Background: an optimization exercise with open tools, aiming at small area, a short achievable clock period and few clock cycles per item. Do not read the settings as production practice. RTL that was checked went through simulation tests only; none was proved equivalent to the original.

## gamma
==> flow/design.v <==
module ax12_framer (
    input  wire        clk,
    input  wire        rst,
    input  wire        cmd_valid,
    output wire        cmd_ready,
    input  wire [7:0]  cmd_code,
    input  wire [7:0]  cmd_id,
    input  wire [7:0]  cmd_opc,
    input  wire [15:0] cmd_len,
    input  wire        in_valid,
    output wire        in_ready,
    input  wire [7:0]  in_data,
    output wire        out_valid,
    input  wire        out_ready,
    output wire [7:0]  out_data,
    output wire        res_valid,
    output reg  [7:0]  res_code,
    output reg  [7:0]  csum,
    output reg  [7:0]  rid,
    output reg  [7:0]  rerr,
    output reg  [7:0]  qn
);
    localparam [7:0] RC_OK = 8'h00,
                     RC_CS_SHORT = 8'h10, RC_CS_ID = 8'h11, RC_CS_LENGTH = 8'h12,
                     RC_BAD_OPCODE = 8'h30, RC_PARAM_COUNT = 8'h31,
                     RC_ID_RANGE = 8'h32, RC_PAYLOAD_LONG = 8'h33,
                     RC_FRAME_SHORT = 8'h40, RC_BAD_HEADER = 8'h41,
                     RC_BAD_LENGTH = 8'h42, RC_BAD_CHECKSUM = 8'h43,
                     RC_BAD_ID = 8'h44, RC_BAD_REPLY_ID = 8'h45,
                     RC_BAD_COMMAND = 8'h50;
    function [7:0] add8(input [7:0] a, input [7:0] b);
        reg [7:0] g, p, g1, p1, g2, p2, g3;
        integer i;
        begin
            g = a & b;
            p = a ^ b;
            for (i = 0; i < 8; i = i + 1) begin
                g1[i] = (i >= 1) ? (g[i] | (p[i] & g[i-1])) : g[i];
                p1[i] = (i >= 1) ? (p[i] & p[i-1]) : p[i];
            end
            for (i = 0; i < 8; i = i + 1) begin
                g2[i] = (i >= 2) ? (g1[i] | (p1[i] & g1[i-2])) : g1[i];
                p2[i] = (i >= 2) ? (p1[i] & p1[i-2]) : p1[i];
            end
            for (i = 0; i < 8; i = i + 1)
                g3[i] = (i >= 4) ? (g2[i] | (p2[i] & g2[i-4])) : g2[i];
            add8 = p ^ {g3[6:0], 1'b0};
        end
    endfunction
    reg        st_idle, st_chk, st_hdr, st_data, st_cs, st_res;    
    reg        c_chk, c_fb, c_bld, c_dec, c_pst;    
    reg [15:0] cnt;           
    reg        f_q;           
    reg [2:0]  pos;           
    reg [7:0]  acc;           
    reg [7:0]  ta;            
    reg [7:0]  tb;            
    reg        f_short;       
    reg        f_a;           
    reg        f_b;           
    reg [7:0]  obuf;
    reg        ovalid;
    reg [7:0]  sbuf;          
    reg        svalid;
    wire       hi0      = (cmd_len[15:8] == 8'd0);
    wire [7:0] lo       = cmd_len[7:0];
    wire       lo_hi0   = (lo[7:3] == 5'd0);                
    wire       len_zero = hi0 && lo_hi0 && (lo[2:0] == 3'd0);
    wire       len_two  = hi0 && lo_hi0 && (lo[2:0] == 3'd2);
    wire       lo_ge2   = !(lo_hi0 && lo[2:1] == 2'd0);
    wire       lo_ge4   = !(lo_hi0 && !lo[2]);
    wire       lo_le253 = (lo[7:1] != 7'h7F);
    wire       id_ff    = (cmd_id == 8'hFF);
    reg        opc_known, pc_ok;
    always @(*) begin
        opc_known = 1'b1;
        pc_ok = 1'b0;
        case (cmd_opc)
            8'h01, 8'h05, 8'h06: pc_ok = len_zero;
            8'h02:               pc_ok = len_two;
            8'h03, 8'h04:        pc_ok = hi0 && lo_ge2 && lo_le253;
            8'h83:               pc_ok = hi0 && lo_ge4 && lo_le253;
            default:             opc_known = 1'b0;
        endcase
    end
    wire is_chk_c = (cmd_code == 8'h01);
    wire is_enc_c = (cmd_code == 8'h02);
    wire is_dec_c = (cmd_code == 8'h03);
    wire is_bld_c = (cmd_code == 8'h04);
    wire is_pst_c = (cmd_code == 8'h05);
    wire fb_ok   = !id_ff && ((is_enc_c && hi0 && lo != 8'hFF && !len_zero) ||
                              (is_bld_c && opc_known && pc_ok));
    wire sdp_go  = (is_chk_c || is_dec_c || is_pst_c) && !len_zero;
    wire acc_short = hi0 && lo_hi0 && (is_chk_c ? (lo[2:0] < 3'd3) : (lo[2:0] < 3'd6));
    wire start     = st_idle && cmd_valid;
    wire r_hi0 = (cnt[15:8] == 8'd0);
    reg  r_opc_known;
    always @(*) begin
        case (tb)
            8'h01, 8'h02, 8'h03, 8'h04, 8'h05, 8'h06, 8'h83: r_opc_known = 1'b1;
            default: r_opc_known = 1'b0;
        endcase
    end
    reg [7:0] chk_rc;
    always @(*) begin
        if (c_chk)                        chk_rc = RC_CS_SHORT;
        else if (c_dec || c_pst)          chk_rc = RC_FRAME_SHORT;
        else if (c_bld) begin
            if (!r_opc_known)             chk_rc = RC_BAD_OPCODE;
            else if (ta == 8'hFF)         chk_rc = RC_ID_RANGE;
            else                          chk_rc = RC_PARAM_COUNT;
        end else if (c_fb) begin
            if (ta == 8'hFF)              chk_rc = RC_ID_RANGE;
            else if (!r_hi0 || cnt[7:0] == 8'hFF) chk_rc = RC_PAYLOAD_LONG;
            else                          chk_rc = RC_CS_SHORT;
        end else                          chk_rc = RC_BAD_COMMAND;
    end
    wire        ofree   = !ovalid || out_ready;      
    wire        take    = st_data && !svalid && in_valid;
    wire        last_in = (cnt[7:0] == 8'd1) && (f_q || cnt[15:8] == 8'd0);
    wire [15:0] cnt_m1  = cnt - 16'd1;
    wire [7:0] flen = cnt[7:0] + (c_bld ? 8'd2 : 8'd1);
    reg  [7:0] hdr_byte;
    always @(*) begin
        case (pos)
            3'd1:    hdr_byte = 8'hFF;
            3'd2:    hdr_byte = ta;
            3'd3:    hdr_byte = sbuf;      
            default: hdr_byte = tb;
        endcase
    end
    wire hdr_last = c_bld ? (pos == 3'd4) : (pos == 3'd3);
    wire [7:0] nb      = st_data ? in_data : hdr_byte;
    wire [7:0] acc_sum = add8(acc, nb);
    wire fwd = c_fb || (((c_dec && pos >= 3'd4) || (c_pst && pos >= 3'd5)) && !last_in);
    wire len_ok = (cnt == {8'd0, sbuf});
    wire chk_ok = (in_data == ~acc);
    reg [7:0] pre_rc, good_rc;
    reg       pre_bad;
    always @(*) begin
        pre_bad = 1'b1;
        if (f_short)             pre_rc = c_chk ? RC_CS_SHORT : RC_FRAME_SHORT;
        else if (f_a)            pre_rc = c_chk ? RC_CS_ID : RC_BAD_HEADER;
        else if (f_b)            pre_rc = c_chk ? RC_CS_LENGTH : RC_BAD_LENGTH;
        else if (!c_chk && ta == 8'hFF) pre_rc = RC_BAD_ID;
        else begin
            pre_rc  = RC_OK;
            pre_bad = 1'b0;
        end
        if (c_dec)               good_rc = RC_OK;
        else if (ta == 8'hFE)    good_rc = RC_BAD_REPLY_ID;
        else if (tb[6])          good_rc = 8'h26;
        else if (tb[5])          good_rc = 8'h25;
        else if (tb[4])          good_rc = 8'h24;
        else if (tb[3])          good_rc = 8'h23;
        else if (tb[2])          good_rc = 8'h22;
        else if (tb[1])          good_rc = 8'h21;
        else if (tb[0])          good_rc = 8'h20;
        else                     good_rc = RC_OK;
    end
    wire       frame_pre = !pre_bad && !c_chk && (c_dec || ta != 8'hFE);
    wire [7:0] fin_rc    = (pre_bad || c_chk) ? pre_rc : (chk_ok ? good_rc : RC_BAD_CHECKSUM);
    wire       fin_frame = frame_pre && chk_ok;
    assign cmd_ready = st_idle;
    assign in_ready  = st_data && !svalid;
    assign out_valid = ovalid;
    assign out_data  = obuf;
    assign res_valid = st_res && !ovalid && !svalid;
    always @(posedge clk) begin
        if (rst) begin
            st_idle  <= 1'b1;
            st_chk   <= 1'b0;
            st_hdr   <= 1'b0;
            st_data  <= 1'b0;
            st_cs    <= 1'b0;
            st_res   <= 1'b0;
            ovalid   <= 1'b0;
            svalid   <= 1'b0;
            res_code <= 8'd0;
            csum     <= 8'd0;
            rid      <= 8'd0;
            rerr     <= 8'd0;
            qn       <= 8'd0;
        end else begin
            if (ofree) begin
                if (svalid) begin
                    obuf   <= sbuf;
                    ovalid <= 1'b1;
                    svalid <= 1'b0;
                end else if (take && fwd) begin
                    obuf   <= in_data;
                    ovalid <= 1'b1;
                end else if (st_hdr) begin
                    obuf   <= hdr_byte;
                    ovalid <= 1'b1;
                end else if (st_cs) begin
                    obuf   <= ~acc;
                    ovalid <= 1'b1;
                end else if (start) begin
                    obuf   <= 8'hFF;
                    ovalid <= fb_ok;
                end else begin
                    ovalid <= 1'b0;
                end
            end else if (take && fwd) begin
                sbuf   <= in_data;
                svalid <= 1'b1;
            end
            if (take && c_fb == 1'b0 && pos == 3'd3)
                sbuf <= in_data;
            if (st_hdr && pos == 3'd1)
                sbuf <= flen;
            if (start) begin
                c_chk   <= is_chk_c;
                c_fb    <= is_enc_c || is_bld_c;
                c_bld   <= is_bld_c;
                c_dec   <= is_dec_c;
                c_pst   <= is_pst_c;
                cnt     <= cmd_len;
                f_q     <= 1'b0;
                ta      <= cmd_id;
                tb      <= cmd_opc;
                acc     <= (is_enc_c || is_bld_c) ? 8'h01 : is_chk_c ? 8'h00 : 8'h02;
                f_short <= acc_short;
                res_code <= RC_OK;
                st_idle <= 1'b0;
                st_hdr  <= fb_ok;
                st_data <= sdp_go;
                st_chk  <= !fb_ok && !sdp_go;
                pos     <= (is_enc_c || is_bld_c) ? 3'd1 : 3'd0;
            end
            if (st_chk) begin
                res_code <= chk_rc;
                st_chk   <= 1'b0;
                st_res   <= 1'b1;
            end
            if (st_hdr && ofree) begin
                acc <= acc_sum;
                pos <= pos + 3'd1;
                if (hdr_last) begin
                    st_hdr <= 1'b0;
                    if (cnt == 16'd0) st_cs   <= 1'b1;
                    else              st_data <= 1'b1;
                end
            end
            if (take) begin
                acc <= acc_sum;
                cnt <= cnt_m1;
                if (pos != 3'd7)
                    pos <= pos + 3'd1;
                case (pos)
                    3'd0: f_a <= c_chk ? (in_data == 8'hFF) : (in_data != 8'hFF);
                    3'd1: begin
                        if (c_chk) f_b <= (cnt != {8'd0, in_data});
                        else       f_a <= f_a || (in_data != 8'hFF);
                    end
                    3'd2: ta <= in_data;
                    3'd4: begin
                        if (c_dec || c_pst) begin
                            tb  <= in_data;
                            f_b <= !len_ok;
                            if (len_ok) begin
                                f_q       <= 1'b1;
                                cnt[15:8] <= sbuf - (c_pst ? 8'd2 : 8'd1);
                            end
                        end
                    end
                    default: ;
                endcase
                if (last_in) begin
                    st_data <= 1'b0;
                    if (c_fb) begin
                        st_cs <= 1'b1;
                    end else begin
                        st_res   <= 1'b1;
                        res_code <= fin_rc;
                        if (c_chk && !pre_bad) csum <= ~acc_sum;
                        if (fin_frame) begin
                            rid <= ta;
                            qn  <= cnt[15:8];
                        end
                        if (fin_frame && c_pst) rerr <= tb;
                    end
                end
            end
            if (st_cs && ofree && !svalid) begin
                csum   <= ~acc;
                st_cs  <= 1'b0;
                st_res <= 1'b1;
            end
            if (st_res && !ovalid && !svalid) begin
                st_res  <= 1'b0;
                st_idle <= 1'b1;
            end
        end
    end
endmodule
clock: 8.0 ns
lec_check: 0
cap_margin: 20
core_margin: 2
core_utilization: 40
setup_slack_margin: 5.0
slew_margin: 20
standard.sh (not shown) runs the stock make flow with config.mk's settings and CLKGATE_MAP_FILE= SYNTH_SCRIPT=/design/flow/synth_recipe.tcl, a recipe that flattens the netlist after the stock synthesis.
==> flow/flow/run.sh <==
#!/bin/bash
# Standard layout, with plain buffers (rather than delay buffers) on the ports.
set -euo pipefail
export BUFFER_PORTS_ARGS="-buffer_cell sky130_fd_sc_hd__buf_2"
bash standard.sh > standard.log 2>&1
Testbench counts of gamma, summed over its fixed seeds: cycles 25,748, commands 2,400.
For alpha, these inputs were changed with respect to gamma:
--- a/flow/design.v
+++ b/flow/design.v
@@ -44,13 +44,14 @@
             end
             for (i = 0; i < 8; i = i + 1)
                 g3[i] = (i >= 4) ? (g2[i] | (p2[i] & g2[i-4])) : g2[i];
             add8 = p ^ {g3[6:0], 1'b0};
         end
     endfunction
-    reg        st_idle, st_chk, st_hdr, st_data, st_cs, st_res;    
+    reg        st_idle, st_hdr, st_data, st_cs, st_res;
+    wire       st_chk = !(st_idle || st_hdr || st_data || st_cs || st_res);
     reg        c_chk, c_fb, c_bld, c_dec, c_pst;    
     reg [15:0] cnt;           
     reg        f_q;           
     reg [2:0]  pos;           
     reg [7:0]  acc;           
     reg [7:0]  ta;            
@@ -59,12 +60,13 @@
     reg        f_a;           
     reg        f_b;           
     reg [7:0]  obuf;
     reg        ovalid;
     reg [7:0]  sbuf;          
     reg        svalid;
+    reg [7:0]  rc;            
     wire       hi0      = (cmd_len[15:8] == 8'd0);
     wire [7:0] lo       = cmd_len[7:0];
     wire       lo_hi0   = (lo[7:3] == 5'd0);                
     wire       len_zero = hi0 && lo_hi0 && (lo[2:0] == 3'd0);
     wire       len_two  = hi0 && lo_hi0 && (lo[2:0] == 3'd2);
     wire       lo_ge2   = !(lo_hi0 && lo[2:1] == 2'd0);
@@ -127,13 +129,14 @@
             3'd2:    hdr_byte = ta;
             3'd3:    hdr_byte = sbuf;      
             default: hdr_byte = tb;
         endcase
     end
     wire hdr_last = c_bld ? (pos == 3'd4) : (pos == 3'd3);
-    wire [7:0] nb      = st_data ? in_data : hdr_byte;
+    wire [7:0] hdr_add = (pos[2] ? tb : sbuf) & {8{pos[2] || (pos[1] && pos[0])}};
+    wire [7:0] nb      = st_data ? in_data : hdr_add;
     wire [7:0] acc_sum = add8(acc, nb);
     wire fwd = c_fb || (((c_dec && pos >= 3'd4) || (c_pst && pos >= 3'd5)) && !last_in);
     wire len_ok = (cnt == {8'd0, sbuf});
     wire chk_ok = (in_data == ~acc);
     reg [7:0] pre_rc, good_rc;
     reg       pre_bad;
@@ -158,28 +161,28 @@
         else if (tb[0])          good_rc = 8'h20;
         else                     good_rc = RC_OK;
     end
     wire       frame_pre = !pre_bad && !c_chk && (c_dec || ta != 8'hFE);
     wire [7:0] fin_rc    = (pre_bad || c_chk) ? pre_rc : (chk_ok ? good_rc : RC_BAD_CHECKSUM);
     wire       fin_frame = frame_pre && chk_ok;
+    always @(*) res_code = {1'b0, rc[6:4], 1'b0, rc[2:0]};
     assign cmd_ready = st_idle;
     assign in_ready  = st_data && !svalid;
     assign out_valid = ovalid;
     assign out_data  = obuf;
     assign res_valid = st_res && !ovalid && !svalid;
     always @(posedge clk) begin
         if (rst) begin
             st_idle  <= 1'b1;
-            st_chk   <= 1'b0;
             st_hdr   <= 1'b0;
             st_data  <= 1'b0;
             st_cs    <= 1'b0;
             st_res   <= 1'b0;
             ovalid   <= 1'b0;
             svalid   <= 1'b0;
-            res_code <= 8'd0;
+            rc <= 8'd0;
             csum     <= 8'd0;
             rid      <= 8'd0;
             rerr     <= 8'd0;
             qn       <= 8'd0;
         end else begin
             if (ofree) begin
@@ -217,25 +220,23 @@
                 c_dec   <= is_dec_c;
                 c_pst   <= is_pst_c;
                 cnt     <= cmd_len;
                 f_q     <= 1'b0;
                 ta      <= cmd_id;
                 tb      <= cmd_opc;
-                acc     <= (is_enc_c || is_bld_c) ? 8'h01 : is_chk_c ? 8'h00 : 8'h02;
+                acc     <= (is_enc_c || is_bld_c) ? cmd_id : {6'd0, !is_chk_c, 1'b0};
                 f_short <= acc_short;
-                res_code <= RC_OK;
+                rc <= RC_OK;
                 st_idle <= 1'b0;
                 st_hdr  <= fb_ok;
                 st_data <= sdp_go;
-                st_chk  <= !fb_ok && !sdp_go;
                 pos     <= (is_enc_c || is_bld_c) ? 3'd1 : 3'd0;
             end
             if (st_chk) begin
-                res_code <= chk_rc;
-                st_chk   <= 1'b0;
-                st_res   <= 1'b1;
+                rc <= chk_rc;
+                    st_res   <= 1'b1;
             end
             if (st_hdr && ofree) begin
                 acc <= acc_sum;
                 pos <= pos + 3'd1;
                 if (hdr_last) begin
                     st_hdr <= 1'b0;
@@ -270,13 +271,13 @@
                 if (last_in) begin
                     st_data <= 1'b0;
                     if (c_fb) begin
                         st_cs <= 1'b1;
                     end else begin
                         st_res   <= 1'b1;
-                        res_code <= fin_rc;
+                        rc <= fin_rc;
                         if (c_chk && !pre_bad) csum <= ~acc_sum;
                         if (fin_frame) begin
                             rid <= ta;
                             qn  <= cnt[15:8];
                         end
                         if (fin_frame && c_pst) rerr <= tb;
### Flow results
Compared with gamma, alpha ends up with more cell area.
Delta (alpha minus gamma): setup slack went down, minimum clock period after layout +0.0072 ns.
alpha vs gamma — die boundary width climbed slightly
Number of non-clock buffers in the layout for alpha is lower than for gamma.
The RTL of alpha was laid out without a check of its function.

==> what the ideal ports hide <==
How much do the figures lean on ideal ports? The routed layouts below were timed once more, with nothing changed but the port constraints.
Step 1, drivers: a clkbuf_16 drives clk and a buf_2 each remaining input, both assumed.
Step 2 times the ports against the registers' clock, not the clock port: input delays grow and output delays shrink by t, the midpoint of the rising clock arrivals with the driver on.
a / b / c = no drivers / after step 1 / after step 2; a / b = the first two.
| run | shift t [ns] | setup WS [ns] | worst register clock-pin slew, ns | pins driven straight from the clock port |
|---|---|---|---|---|
| gamma | 0.470 | 4.841 / 4.841 / 4.434 | 0.06 / 0.06 | 1 |
| alpha | 0.472 | 4.833 / 4.849 / 4.377 | 0.06 / 0.06 | 1 |
After both steps every run listed still meets setup and hold. The setup slack of alpha, which loses most, moves by +0.016 ns with the drivers and by -0.456 ns with both steps.
